Context: an optimization exercise on an open-source flow, tuned for small area, a short achievable clock period and few clock cycles per item. The choices shown serve that exercise and are no tape-out recipe. Only simulation tests tie the RTL to the original design; equivalence was not proved. Power figures rest on the tool's default switching activity, not on a simulated workload.

==> inputs of 12-27 <==
// rsn_core
module rsn_core (
    input  wire       clk,
    input  wire       rst,
    input  wire       req_valid,
    output wire       req_ready,
    input  wire [7:0] req_data,
    input  wire       req_last,
    output wire       resp_valid,
    input  wire       resp_ready,
    output wire [7:0] resp_data,
    output wire       resp_last
);
clock: 12.0 ns
lec_check: 0
cap_margin: 20
core_margin: 2
core_utilization: 65
cts_cluster_diameter: 60
cts_cluster_size: 24
place_density: 0.75
slew_margin: 20
standard.sh (not shown) runs the stock make flow with config.mk's settings and CLKGATE_MAP_FILE= SYNTH_SCRIPT=/design/flow/synth_recipe.tcl, a recipe that flattens the netlist after the stock synthesis.
==> flow/flow/run.sh <==
#!/bin/bash
# Layout flow: the standard ORFS layout (standard synthesis unchanged), with
# ORFS's timing repair (repair_timing after placement, CTS and global routing)
# asked to keep 8 ns of setup slack at the design's 12 ns clock, so that it
# sizes the critical paths for a ~4 ns cycle. The clock period, the SDC and
# every other step are the standard flow's.
set -euo pipefail
export SETUP_SLACK_MARGIN=8
bash standard.sh synth > synth.log 2>&1
bash standard.sh finish > layout.log 2>&1
test -s out/final.def
==> 04-24: changes against 12-27 <==
--- a/flow/design.v
+++ b/flow/design.v
@@ -10,15 +10,15 @@
     output wire [7:0] resp_data,
     output wire       resp_last
 );
     localparam DQ_LG = 3;                   
     localparam DQ_N  = 1 << DQ_LG;
     localparam CQ_LG = 3;                   
     localparam CQ_N  = 1 << CQ_LG;
-    localparam NCOL  = 128;
+    localparam NRING = 64;
     localparam [7:0] COL_MARGIN = 8'd6;     
     localparam [7:0] OP_CRC_COMPUTE = 8'h01,
                      OP_CRC_VERIFY  = 8'h02,
                      OP_ENC_A       = 8'h03,
                      OP_ENC_B       = 8'h13,
                      OP_DEC_A       = 8'h04,
                      OP_DEC_B       = 8'h14,
@@ -66,24 +66,25 @@
     reg        in_l;
     assign req_ready = rdy_r;
     always @(posedge clk) begin
         in_v <= !rst && req_valid && rdy_r;
         in_d <= req_data;
         in_l <= req_last;
     end
-    reg  [1:0]  ph;
-    reg  [31:0] col_q [0:NCOL-1];
-    reg  [15:0] st_hi;         
+    reg  [2:0]  ph8;
+    wire [1:0]  ph = ph8[1:0];
+    reg  [63:0] col_q [0:NRING-1];
+    reg  [7:0]  st_hi;         
     reg  [7:0]  st_lo;         
     reg  [7:0]  st_d;
     integer ci;
     always @(posedge clk) begin
-        for (ci = 0; ci < NCOL; ci = ci + 1)
-            col_q[ci] <= {col_q[ci][23:0],
-                          (st_hi[ci / 8] && st_lo[ci % 8]) ? st_d : col_q[ci][31:24]};
+        for (ci = 0; ci < NRING; ci = ci + 1)
+            col_q[ci] <= {col_q[ci][55:0],
+                          (st_hi[ci / 8] && st_lo[ci % 8]) ? st_d : col_q[ci][63:56]};
     end
     reg  [31:0] cq_d   [0:CQ_N-1];      
     reg         cq_fc  [0:CQ_N-1];      
     reg         cq_fl  [0:CQ_N-1];      
     reg  [6:0]  e_next;                 
     reg  [6:0]  e_fb;                   
     reg  [CQ_LG-1:0] cq_wp, cq_rp;
@@ -121,19 +122,22 @@
     reg  [7:0]  fb_c;          
     reg  [7:0]  rc;            
     reg  [1:0]  rs;            
     reg  [3:0]  ftx;           
     reg         bnz;           
     reg  [6:0]  rc1;           
     reg  [6:0]  rc2;           
-    reg  [6:0]  pf_col;        
+    reg  [7:0]  pf_g, pf_r;    
+    reg         pf_tap;        
     reg  [1:0]  tph;           
     reg  [8:0]  rem;
     reg  [7:0]  rdp;           
-    reg         ov, ol;
+    reg         ov, ol;        
+    reg         sv, sl;        
+    reg  [7:0]  sd;
     reg  [7:0]  od;
     reg  [7:0]  used_r;
     reg         drained_r;
     assign resp_valid = ov;
     assign resp_data  = od;
     assign resp_last  = ol;
     wire first = (idx == 3'd0);
@@ -285,16 +289,18 @@
                     p_do  = 1'b1;
                     p_dat = asm_q;
                 end
             end
         end
     end
     wire        cq_ne   = (cq_cnt != 0);
-    wire [1:0]  ph_n    = ph + 2'd1;
-    wire        cq_pop  = cq_ne && (eng_k == 2'd3);
+    wire [2:0]  ph8_n   = ph8 + 3'd1;
+    wire [1:0]  ph_n    = ph8_n[1:0];
+    wire        eng_go  = cq_ne && (ph8_n[2] == e_col[0]);
+    wire        cq_pop  = eng_go && (eng_k == 2'd3);
     wire [31:0] cq_h    = cq_d[cq_rp];
     wire [6:0]  e_col   = cq_fc[cq_rp] ? e_fb : e_next;
     reg  [7:0]  cq_hb;
     always @(*) begin
         case (ph_n)
             2'd0: cq_hb = cq_h[31:24];
             2'd1: cq_hb = cq_h[23:16];
@@ -324,47 +330,68 @@
         endcase
     end
     wire [7:0]  rd_byte = rdp;
     wire        tx_fin  = tx_emit && tph == 2'd2 && rem == 9'd1;    
     wire [3:0]  fdone_n = fdone + {3'd0, eng_fl};
     wire [3:0]  ftx_n   = ftx + {3'd0, tx_fin};
     wire        body_rdy = bnz && (rs == ph);
-    wire        o_load  = !ov || resp_ready;
-    wire        tx_emit = o_load && dq_ne && (tph != 2'd2 || body_rdy);
-    wire        tx_body  = o_load && tx_emit && (tph == 2'd2);
+    wire        tx_emit = !sv && dq_ne && (tph != 2'd2 || body_rdy);
+    wire        o_pop   = ov && resp_ready;
+    reg  [7:0]  tx_d;
+    reg         tx_l;
+    always @(*) begin
+        case (tph)
+            2'd0:    begin tx_d = h_b0;    tx_l = 1'b0; end
+            2'd1:    begin tx_d = h_b1;    tx_l = (h_blen == 9'd0); end
+            default: begin tx_d = rd_byte; tx_l = (rem == 9'd1); end
+        endcase
+    end
+    wire        tx_body  = tx_emit && (tph == 2'd2);
     wire        tx_colinc = tx_body && (rs == 2'd3 || rem == 9'd1);
     wire [1:0]  rs_n     = tx_body ? ((rem == 9'd1) ? 2'd0 : rs + 2'd1) : rs;
     wire [6:0]  rcl_n    = tx_colinc ? rc1 : rc[6:0];
     wire [6:0]  rc1_n    = tx_colinc ? rc2 : rc1;
     wire        pf_sel_n = (fdone_n != ftx_n) && (rs_n == 2'd3) && (ph_n == 2'd3);
+    wire [6:0]  pf_col_n = pf_sel_n ? rc1_n : rcl_n;
+    wire [2:0]  ph8_nn   = ph8 + 3'd2;
+    reg  [7:0]  rd_mux;
+    integer ri;
+    always @(*) begin
+        rd_mux = 8'd0;
+        for (ri = 0; ri < NRING; ri = ri + 1)
+            if (pf_g[ri / 8] && pf_r[ri % 8])
+                rd_mux = rd_mux | (pf_tap ? col_q[ri][55:48] : col_q[ri][23:16]);
+    end
     wire        tx_pop  = tx_emit && ((tph == 2'd1 && h_blen == 9'd0) ||
                                       (tph == 2'd2 && rem == 9'd1));
     wire        dq_push  = last_b;
     wire [DQ_LG:0] dq_cnt_n = dq_cnt + {{DQ_LG{1'b0}}, dq_push} - {{DQ_LG{1'b0}}, tx_pop};
     wire [CQ_LG:0] cq_cnt_n = cq_cnt + {{CQ_LG{1'b0}}, pq_v} - {{CQ_LG{1'b0}}, cq_pop};
     wire        space_ok = (used_r <= 8'd128 - COL_MARGIN) || drained_r;
     wire        acc_last = req_valid && rdy_r && req_last;
     wire [DQ_LG+1:0] dq_need = {1'b0, dq_cnt} + {{DQ_LG+1{1'b0}}, last_b} +
                                {{DQ_LG+1{1'b0}}, acc_last};
     wire        dq_ok    = dq_need <= (DQ_N - 1);
-    wire [CQ_LG+1:0] cq_need = {1'b0, cq_cnt} + {{CQ_LG+1{1'b0}}, pq_v};
-    wire        cq_ok    = cq_need <= (CQ_N - 4);
+    wire [CQ_LG+1:0] cq_need = {1'b0, cq_cnt} + {{CQ_LG+1{1'b0}}, pq_v} -
+                               {{CQ_LG+1{1'b0}}, cq_pop};
+    wire        fix_run  = (o_fix && !first) || (fseq != 2'd0);
+    wire        cq_ok    = cq_need <= (fix_run ? CQ_N - 4 : CQ_N - 3);
     always @(posedge clk) begin
-        rdp    <= col_q[pf_col][23:16];
+        rdp    <= rd_mux;
         pq_d   <= p_dat;
         pq_fl  <= p_fl;
         pq_fc  <= p_fc;
-        st_hi  <= cq_ne ? (16'd1 << e_col[6:3]) : 16'd0;
-        st_lo  <= 8'd1 << e_col[2:0];
+        st_hi  <= eng_go ? (8'd1 << e_col[6:4]) : 8'd0;
+        st_lo  <= 8'd1 << e_col[3:1];
         st_d   <= cq_hb;
     end
     always @(posedge clk) begin
         if (rst) begin
             rdy_r    <= 1'b0;
-            ph       <= 2'd0;
+            ph8      <= 3'd0;
             idx      <= 3'd0;
             wpos     <= 8'd0;
             fb_c     <= 8'd0;
             fseq     <= 2'd0;
             pend_enc <= 1'b0;
             post     <= 1'b0;
             cq_wp    <= {CQ_LG{1'b0}};
@@ -381,37 +408,40 @@
             dq_cnt   <= {DQ_LG+1{1'b0}};
             rc       <= 8'd0;
             rs       <= 2'd0;
             ftx      <= 4'd0;
             bnz      <= 1'b0;
             rc1      <= 7'd1;
             rc2      <= 7'd2;
-            pf_col   <= 7'd0;
+            pf_g     <= 8'd1;
+            pf_r     <= 8'd1;
+            pf_tap   <= 1'b0;
+            sv       <= 1'b0;
             tph      <= 2'd0;
             ov       <= 1'b0;
             used_r   <= 8'd0;
             drained_r <= 1'b1;
         end else begin
             rdy_r     <= space_ok && dq_ok && cq_ok;
             used_r    <= wpos - rc;
             drained_r <= (fb_c == rc);
-            ph        <= ph_n;
+            ph8       <= ph8_n;
             pq_v  <= p_do;
             if (pq_v) begin
                 cq_d[cq_wp]   <= pq_d;
                 cq_fc[cq_wp]  <= pq_fc;
                 cq_fl[cq_wp]  <= pq_fl;
                 cq_wp <= cq_wp + 1'b1;
             end
             if (p_do) begin
                 wpos  <= wpos + 8'd1;
                 if (p_fl)
                     fb_c <= wpos + 8'd1;
             end
-            if (cq_ne)
+            if (eng_go)
                 eng_k <= eng_k + 2'd1;
             if (cq_pop) begin
                 cq_rp  <= cq_rp + 1'b1;
                 e_next <= e_col + 7'd1;
                 if (cq_fl[cq_rp])
                     e_fb <= e_col + 7'd1;
             end
@@ -419,15 +449,17 @@
             fdone <= fdone_n;
             bnz   <= (fdone_n != ftx_n);
             cq_cnt <= cq_cnt_n;
             fseq     <= (fseq == 2'd1) ? 2'd2 : 2'd0;
             pend_enc <= 1'b0;
             if (fseq == 2'd1)
                 tlo <= sum_v[15:0];
-            pf_col <= pf_sel_n ? rc1_n : rcl_n;
+            pf_g   <= 8'd1 << pf_col_n[6:4];
+            pf_r   <= 8'd1 << pf_col_n[3:1];
+            pf_tap <= (ph8_nn[2] == pf_col_n[0]);
             if (in_v) begin
                 if (idx != 3'd7)
                     idx <= idx + 3'd1;
                 if (first) begin
                     o_crc    <= n_crc;
                     o_ver    <= n_ver;
                     o_enc    <= n_enc;
@@ -521,32 +553,45 @@
                 dq_kind[dq_wp] <= d_kind;
                 dq_val[dq_wp]  <= d_val;
                 dq_wp <= dq_wp + 1'b1;
             end
             if (tx_pop)
                 dq_rp <= dq_rp + 1'b1;
             dq_cnt <= dq_cnt_n;
-            if (o_load) begin
-                ov <= tx_emit;
+            if (sv) begin
+                if (!ov || o_pop) begin
+                    ov <= 1'b1;
+                    od <= sd;
+                    ol <= sl;
+                    sv <= 1'b0;
+                end
+            end else if (tx_emit) begin
+                if (!ov || o_pop) begin
+                    ov <= 1'b1;
+                    od <= tx_d;
+                    ol <= tx_l;
+                end else begin
+                    sv <= 1'b1;
+                    sd <= tx_d;
+                    sl <= tx_l;
+                end
+            end else if (o_pop) begin
+                ov <= 1'b0;
+            end
+            begin
                 if (tx_emit) begin
                     case (tph)
                         2'd0: begin
-                            od  <= h_b0;
-                            ol  <= 1'b0;
                             rem <= h_blen;
                             tph <= h_hb1 ? 2'd1 : 2'd2;
                         end
                         2'd1: begin
-                            od  <= h_b1;
-                            ol  <= (h_blen == 9'd0);
                             tph <= (h_blen == 9'd0) ? 2'd0 : 2'd2;
                         end
                         default: begin
-                            od  <= rd_byte;
-                            ol  <= (rem == 9'd1);
                             rem <= rem - 9'd1;
                             rs  <= rs + 2'd1;
                             if (rs == 2'd3 || rem == 9'd1) begin
                                 rc  <= rc + 8'd1;
                                 rc1 <= rc2;
                                 rc2 <= rc2 + 7'd1;
                             end
==> 06-10: changes against 12-27 <==
--- a/flow/design.v
+++ b/flow/design.v
@@ -10,15 +10,15 @@
     output wire [7:0] resp_data,
     output wire       resp_last
 );
     localparam DQ_LG = 3;                   
     localparam DQ_N  = 1 << DQ_LG;
     localparam CQ_LG = 3;                   
     localparam CQ_N  = 1 << CQ_LG;
-    localparam NCOL  = 128;
+    localparam NRING = 64;
     localparam [7:0] COL_MARGIN = 8'd6;     
     localparam [7:0] OP_CRC_COMPUTE = 8'h01,
                      OP_CRC_VERIFY  = 8'h02,
                      OP_ENC_A       = 8'h03,
                      OP_ENC_B       = 8'h13,
                      OP_DEC_A       = 8'h04,
                      OP_DEC_B       = 8'h14,
@@ -66,24 +66,25 @@
     reg        in_l;
     assign req_ready = rdy_r;
     always @(posedge clk) begin
         in_v <= !rst && req_valid && rdy_r;
         in_d <= req_data;
         in_l <= req_last;
     end
-    reg  [1:0]  ph;
-    reg  [31:0] col_q [0:NCOL-1];
-    reg  [15:0] st_hi;         
+    reg  [2:0]  ph8;
+    wire [1:0]  ph = ph8[1:0];
+    reg  [63:0] col_q [0:NRING-1];
+    reg  [7:0]  st_hi;         
     reg  [7:0]  st_lo;         
     reg  [7:0]  st_d;
     integer ci;
     always @(posedge clk) begin
-        for (ci = 0; ci < NCOL; ci = ci + 1)
-            col_q[ci] <= {col_q[ci][23:0],
-                          (st_hi[ci / 8] && st_lo[ci % 8]) ? st_d : col_q[ci][31:24]};
+        for (ci = 0; ci < NRING; ci = ci + 1)
+            col_q[ci] <= {col_q[ci][55:0],
+                          (st_hi[ci / 8] && st_lo[ci % 8]) ? st_d : col_q[ci][63:56]};
     end
     reg  [31:0] cq_d   [0:CQ_N-1];      
     reg         cq_fc  [0:CQ_N-1];      
     reg         cq_fl  [0:CQ_N-1];      
     reg  [6:0]  e_next;                 
     reg  [6:0]  e_fb;                   
     reg  [CQ_LG-1:0] cq_wp, cq_rp;
@@ -121,19 +122,22 @@
     reg  [7:0]  fb_c;          
     reg  [7:0]  rc;            
     reg  [1:0]  rs;            
     reg  [3:0]  ftx;           
     reg         bnz;           
     reg  [6:0]  rc1;           
     reg  [6:0]  rc2;           
-    reg  [6:0]  pf_col;        
+    reg  [7:0]  pf_g, pf_r;    
+    reg         pf_tap;        
     reg  [1:0]  tph;           
     reg  [8:0]  rem;
     reg  [7:0]  rdp;           
-    reg         ov, ol;
+    reg         ov, ol;        
+    reg         sv, sl;        
+    reg  [7:0]  sd;
     reg  [7:0]  od;
     reg  [7:0]  used_r;
     reg         drained_r;
     assign resp_valid = ov;
     assign resp_data  = od;
     assign resp_last  = ol;
     wire first = (idx == 3'd0);
@@ -285,16 +289,18 @@
                     p_do  = 1'b1;
                     p_dat = asm_q;
                 end
             end
         end
     end
     wire        cq_ne   = (cq_cnt != 0);
-    wire [1:0]  ph_n    = ph + 2'd1;
-    wire        cq_pop  = cq_ne && (eng_k == 2'd3);
+    wire [2:0]  ph8_n   = ph8 + 3'd1;
+    wire [1:0]  ph_n    = ph8_n[1:0];
+    wire        eng_go  = cq_ne && (ph8_n[2] == e_col[0]);
+    wire        cq_pop  = eng_go && (eng_k == 2'd3);
     wire [31:0] cq_h    = cq_d[cq_rp];
     wire [6:0]  e_col   = cq_fc[cq_rp] ? e_fb : e_next;
     reg  [7:0]  cq_hb;
     always @(*) begin
         case (ph_n)
             2'd0: cq_hb = cq_h[31:24];
             2'd1: cq_hb = cq_h[23:16];
@@ -324,47 +330,68 @@
         endcase
     end
     wire [7:0]  rd_byte = rdp;
     wire        tx_fin  = tx_emit && tph == 2'd2 && rem == 9'd1;    
     wire [3:0]  fdone_n = fdone + {3'd0, eng_fl};
     wire [3:0]  ftx_n   = ftx + {3'd0, tx_fin};
     wire        body_rdy = bnz && (rs == ph);
-    wire        o_load  = !ov || resp_ready;
-    wire        tx_emit = o_load && dq_ne && (tph != 2'd2 || body_rdy);
-    wire        tx_body  = o_load && tx_emit && (tph == 2'd2);
+    wire        tx_emit = !sv && dq_ne && (tph != 2'd2 || body_rdy);
+    wire        o_pop   = ov && resp_ready;
+    reg  [7:0]  tx_d;
+    reg         tx_l;
+    always @(*) begin
+        case (tph)
+            2'd0:    begin tx_d = h_b0;    tx_l = 1'b0; end
+            2'd1:    begin tx_d = h_b1;    tx_l = (h_blen == 9'd0); end
+            default: begin tx_d = rd_byte; tx_l = (rem == 9'd1); end
+        endcase
+    end
+    wire        tx_body  = tx_emit && (tph == 2'd2);
     wire        tx_colinc = tx_body && (rs == 2'd3 || rem == 9'd1);
     wire [1:0]  rs_n     = tx_body ? ((rem == 9'd1) ? 2'd0 : rs + 2'd1) : rs;
     wire [6:0]  rcl_n    = tx_colinc ? rc1 : rc[6:0];
     wire [6:0]  rc1_n    = tx_colinc ? rc2 : rc1;
     wire        pf_sel_n = (fdone_n != ftx_n) && (rs_n == 2'd3) && (ph_n == 2'd3);
+    wire [6:0]  pf_col_n = pf_sel_n ? rc1_n : rcl_n;
+    wire [2:0]  ph8_nn   = ph8 + 3'd2;
+    reg  [7:0]  rd_mux;
+    integer ri;
+    always @(*) begin
+        rd_mux = 8'd0;
+        for (ri = 0; ri < NRING; ri = ri + 1)
+            if (pf_g[ri / 8] && pf_r[ri % 8])
+                rd_mux = rd_mux | (pf_tap ? col_q[ri][55:48] : col_q[ri][23:16]);
+    end
     wire        tx_pop  = tx_emit && ((tph == 2'd1 && h_blen == 9'd0) ||
                                       (tph == 2'd2 && rem == 9'd1));
     wire        dq_push  = last_b;
     wire [DQ_LG:0] dq_cnt_n = dq_cnt + {{DQ_LG{1'b0}}, dq_push} - {{DQ_LG{1'b0}}, tx_pop};
     wire [CQ_LG:0] cq_cnt_n = cq_cnt + {{CQ_LG{1'b0}}, pq_v} - {{CQ_LG{1'b0}}, cq_pop};
     wire        space_ok = (used_r <= 8'd128 - COL_MARGIN) || drained_r;
     wire        acc_last = req_valid && rdy_r && req_last;
     wire [DQ_LG+1:0] dq_need = {1'b0, dq_cnt} + {{DQ_LG+1{1'b0}}, last_b} +
                                {{DQ_LG+1{1'b0}}, acc_last};
     wire        dq_ok    = dq_need <= (DQ_N - 1);
-    wire [CQ_LG+1:0] cq_need = {1'b0, cq_cnt} + {{CQ_LG+1{1'b0}}, pq_v};
-    wire        cq_ok    = cq_need <= (CQ_N - 4);
+    wire [CQ_LG+1:0] cq_need = {1'b0, cq_cnt} + {{CQ_LG+1{1'b0}}, pq_v} -
+                               {{CQ_LG+1{1'b0}}, cq_pop};
+    wire        fix_run  = (o_fix && !first) || (fseq != 2'd0);
+    wire        cq_ok    = cq_need <= (fix_run ? CQ_N - 4 : CQ_N - 3);
     always @(posedge clk) begin
-        rdp    <= col_q[pf_col][23:16];
+        rdp    <= rd_mux;
         pq_d   <= p_dat;
         pq_fl  <= p_fl;
         pq_fc  <= p_fc;
-        st_hi  <= cq_ne ? (16'd1 << e_col[6:3]) : 16'd0;
-        st_lo  <= 8'd1 << e_col[2:0];
+        st_hi  <= eng_go ? (8'd1 << e_col[6:4]) : 8'd0;
+        st_lo  <= 8'd1 << e_col[3:1];
         st_d   <= cq_hb;
     end
     always @(posedge clk) begin
         if (rst) begin
             rdy_r    <= 1'b0;
-            ph       <= 2'd0;
+            ph8      <= 3'd0;
             idx      <= 3'd0;
             wpos     <= 8'd0;
             fb_c     <= 8'd0;
             fseq     <= 2'd0;
             pend_enc <= 1'b0;
             post     <= 1'b0;
             cq_wp    <= {CQ_LG{1'b0}};
@@ -381,37 +408,40 @@
             dq_cnt   <= {DQ_LG+1{1'b0}};
             rc       <= 8'd0;
             rs       <= 2'd0;
             ftx      <= 4'd0;
             bnz      <= 1'b0;
             rc1      <= 7'd1;
             rc2      <= 7'd2;
-            pf_col   <= 7'd0;
+            pf_g     <= 8'd1;
+            pf_r     <= 8'd1;
+            pf_tap   <= 1'b0;
+            sv       <= 1'b0;
             tph      <= 2'd0;
             ov       <= 1'b0;
             used_r   <= 8'd0;
             drained_r <= 1'b1;
         end else begin
             rdy_r     <= space_ok && dq_ok && cq_ok;
             used_r    <= wpos - rc;
             drained_r <= (fb_c == rc);
-            ph        <= ph_n;
+            ph8       <= ph8_n;
             pq_v  <= p_do;
             if (pq_v) begin
                 cq_d[cq_wp]   <= pq_d;
                 cq_fc[cq_wp]  <= pq_fc;
                 cq_fl[cq_wp]  <= pq_fl;
                 cq_wp <= cq_wp + 1'b1;
             end
             if (p_do) begin
                 wpos  <= wpos + 8'd1;
                 if (p_fl)
                     fb_c <= wpos + 8'd1;
             end
-            if (cq_ne)
+            if (eng_go)
                 eng_k <= eng_k + 2'd1;
             if (cq_pop) begin
                 cq_rp  <= cq_rp + 1'b1;
                 e_next <= e_col + 7'd1;
                 if (cq_fl[cq_rp])
                     e_fb <= e_col + 7'd1;
             end
@@ -419,15 +449,17 @@
             fdone <= fdone_n;
             bnz   <= (fdone_n != ftx_n);
             cq_cnt <= cq_cnt_n;
             fseq     <= (fseq == 2'd1) ? 2'd2 : 2'd0;
             pend_enc <= 1'b0;
             if (fseq == 2'd1)
                 tlo <= sum_v[15:0];
-            pf_col <= pf_sel_n ? rc1_n : rcl_n;
+            pf_g   <= 8'd1 << pf_col_n[6:4];
+            pf_r   <= 8'd1 << pf_col_n[3:1];
+            pf_tap <= (ph8_nn[2] == pf_col_n[0]);
             if (in_v) begin
                 if (idx != 3'd7)
                     idx <= idx + 3'd1;
                 if (first) begin
                     o_crc    <= n_crc;
                     o_ver    <= n_ver;
                     o_enc    <= n_enc;
@@ -521,32 +553,45 @@
                 dq_kind[dq_wp] <= d_kind;
                 dq_val[dq_wp]  <= d_val;
                 dq_wp <= dq_wp + 1'b1;
             end
             if (tx_pop)
                 dq_rp <= dq_rp + 1'b1;
             dq_cnt <= dq_cnt_n;
-            if (o_load) begin
-                ov <= tx_emit;
+            if (sv) begin
+                if (!ov || o_pop) begin
+                    ov <= 1'b1;
+                    od <= sd;
+                    ol <= sl;
+                    sv <= 1'b0;
+                end
+            end else if (tx_emit) begin
+                if (!ov || o_pop) begin
+                    ov <= 1'b1;
+                    od <= tx_d;
+                    ol <= tx_l;
+                end else begin
+                    sv <= 1'b1;
+                    sd <= tx_d;
+                    sl <= tx_l;
+                end
+            end else if (o_pop) begin
+                ov <= 1'b0;
+            end
+            begin
                 if (tx_emit) begin
                     case (tph)
                         2'd0: begin
-                            od  <= h_b0;
-                            ol  <= 1'b0;
                             rem <= h_blen;
                             tph <= h_hb1 ? 2'd1 : 2'd2;
                         end
                         2'd1: begin
-                            od  <= h_b1;
-                            ol  <= (h_blen == 9'd0);
                             tph <= (h_blen == 9'd0) ? 2'd0 : 2'd2;
                         end
                         default: begin
-                            od  <= rd_byte;
-                            ol  <= (rem == 9'd1);
                             rem <= rem - 9'd1;
                             rs  <= rs + 2'd1;
                             if (rs == 2'd3 || rem == 9'd1) begin
                                 rc  <= rc + 8'd1;
                                 rc1 <= rc2;
                                 rc2 <= rc2 + 7'd1;
                             end
ABC_AREA = 1   (was default)
CORE_UTILIZATION = 70   (was 65)
PLACE_DENSITY = 0.8   (was 0.75)
==> results.txt <==
Status: 12-27 no timing/DRC/antenna violations; 04-24 no timing/DRC/antenna violations; 06-10 no timing/DRC/antenna violations
Setup fix buffers added after clock tree synthesis: 12-27 16; 04-24 12; 06-10 3
Critical-path top delay cell: 12-27 a222oi_1; 04-24 buf_4; 06-10 fa_1
Multi-In Gates: 12-27 4012; 04-24 3413; 06-10 5242
Net switching component of the power: 12-27 5.60 mW; 04-24 5.46 mW; 06-10 5.60 mW
Drt initial violations: 12-27 9229; 04-24 6444; 06-10 8826
Met2 track utilization from global routing: 12-27 53.9%; 04-24 44.0%; 06-10 52.2%
Final critical-path setup slack: 12-27 7.78 ns; 04-24 8.07 ns; 06-10 7.98 ns
Met3 Routed Length: 12-27 37700 µm; 04-24 22600 µm; 06-10 24100 µm
Period Utilization, post-route: 12-27 35.1%; 04-24 32.8%; 06-10 33.5%
PostCTS Resize Cnt: 12-27 52; 04-24 47; 06-10 37
TritonCTS buffer count: 12-27 235; 04-24 236; 06-10 234
Area taken by flip-flops and latches: 12-27 102000 µm²; 04-24 102000 µm²; 06-10 102000 µm²
Initial cell density of the core: 12-27 65.4%; 04-24 65.3%; 06-10 70.5%
Detail Placement HPWL: 12-27 253000 µm; 04-24 189000 µm; 06-10 196000 µm
Xor/xnor cell area share of the yosys netlist: 12-27 0.980%; 04-24 0.980%; 06-10 0.527%
Critical path class: 12-27 in -> reg; 04-24 reg -> reg; 06-10 reg -> reg
Power in sequential cells: 12-27 16.6 mW; 04-24 16.6 mW; 06-10 16.5 mW
Met3 layer usage reported by global route: 12-27 8.07%; 04-24 5.29%; 06-10 5.09%
Via density per instance: 12-27 6.17; 04-24 5.72; 06-10 5.82
Smallest hold slack: 12-27 0.291 ns; 04-24 0.316 ns; 06-10 0.278 ns
CP Data Arrival Time: 12-27 4.97 ns; 04-24 4.72 ns; 06-10 4.84 ns
Number of sinks driven by the clock tree: 12-27 4823; 04-24 4836; 06-10 4836
Seq Cell Count: 12-27 4823; 04-24 4836; 06-10 4836
Clock-cell share of area: 12-27 4.59%; 04-24 4.68%; 06-10 4.78%
Power per unit of standard cell area: 12-27 174 nW/µm²; 04-24 181 nW/µm²; 06-10 182 nW/µm²
Testbench counts of 12-27, summed over its fixed seeds: cycles 17,322, items 1,800.
Testbench counts of 04-24, summed over its fixed seeds: cycles 17,330, items 1,800.
Testbench counts of 06-10, summed over its fixed seeds: cycles 17,330, items 1,800.

port drivers added, routing unchanged:
Ports are ideal in the flow. The routed layouts listed here were re-timed in OpenROAD. Step 1 sets driving cells, clkbuf_16 on the clock port and buf_2 on the other inputs (assumed; they add their load-dependent delay and slew). Step 2, shift: input delay + t, output delay - t, t = (earliest + latest rising clock arrival at the registers) / 2. This alone moves slack from input paths to output paths. Three values: no drivers, after step 1, after step 2; two values: the first two.
run	t, ns	setup WS [ns]	clock arrival spread, ns
12-27	1.016	7.785 / 7.810 / 6.822	0.076 / 0.076
04-24	0.968	8.065 / 7.980 / 7.207	0.044 / 0.044
06-10	0.996	7.978 / 7.972 / 7.234	0.073 / 0.073
After both steps every run listed still meets setup and hold. For 12-27, which loses most, drivers alone change the setup slack by +0.025 ns; drivers and shift together by -0.963 ns.
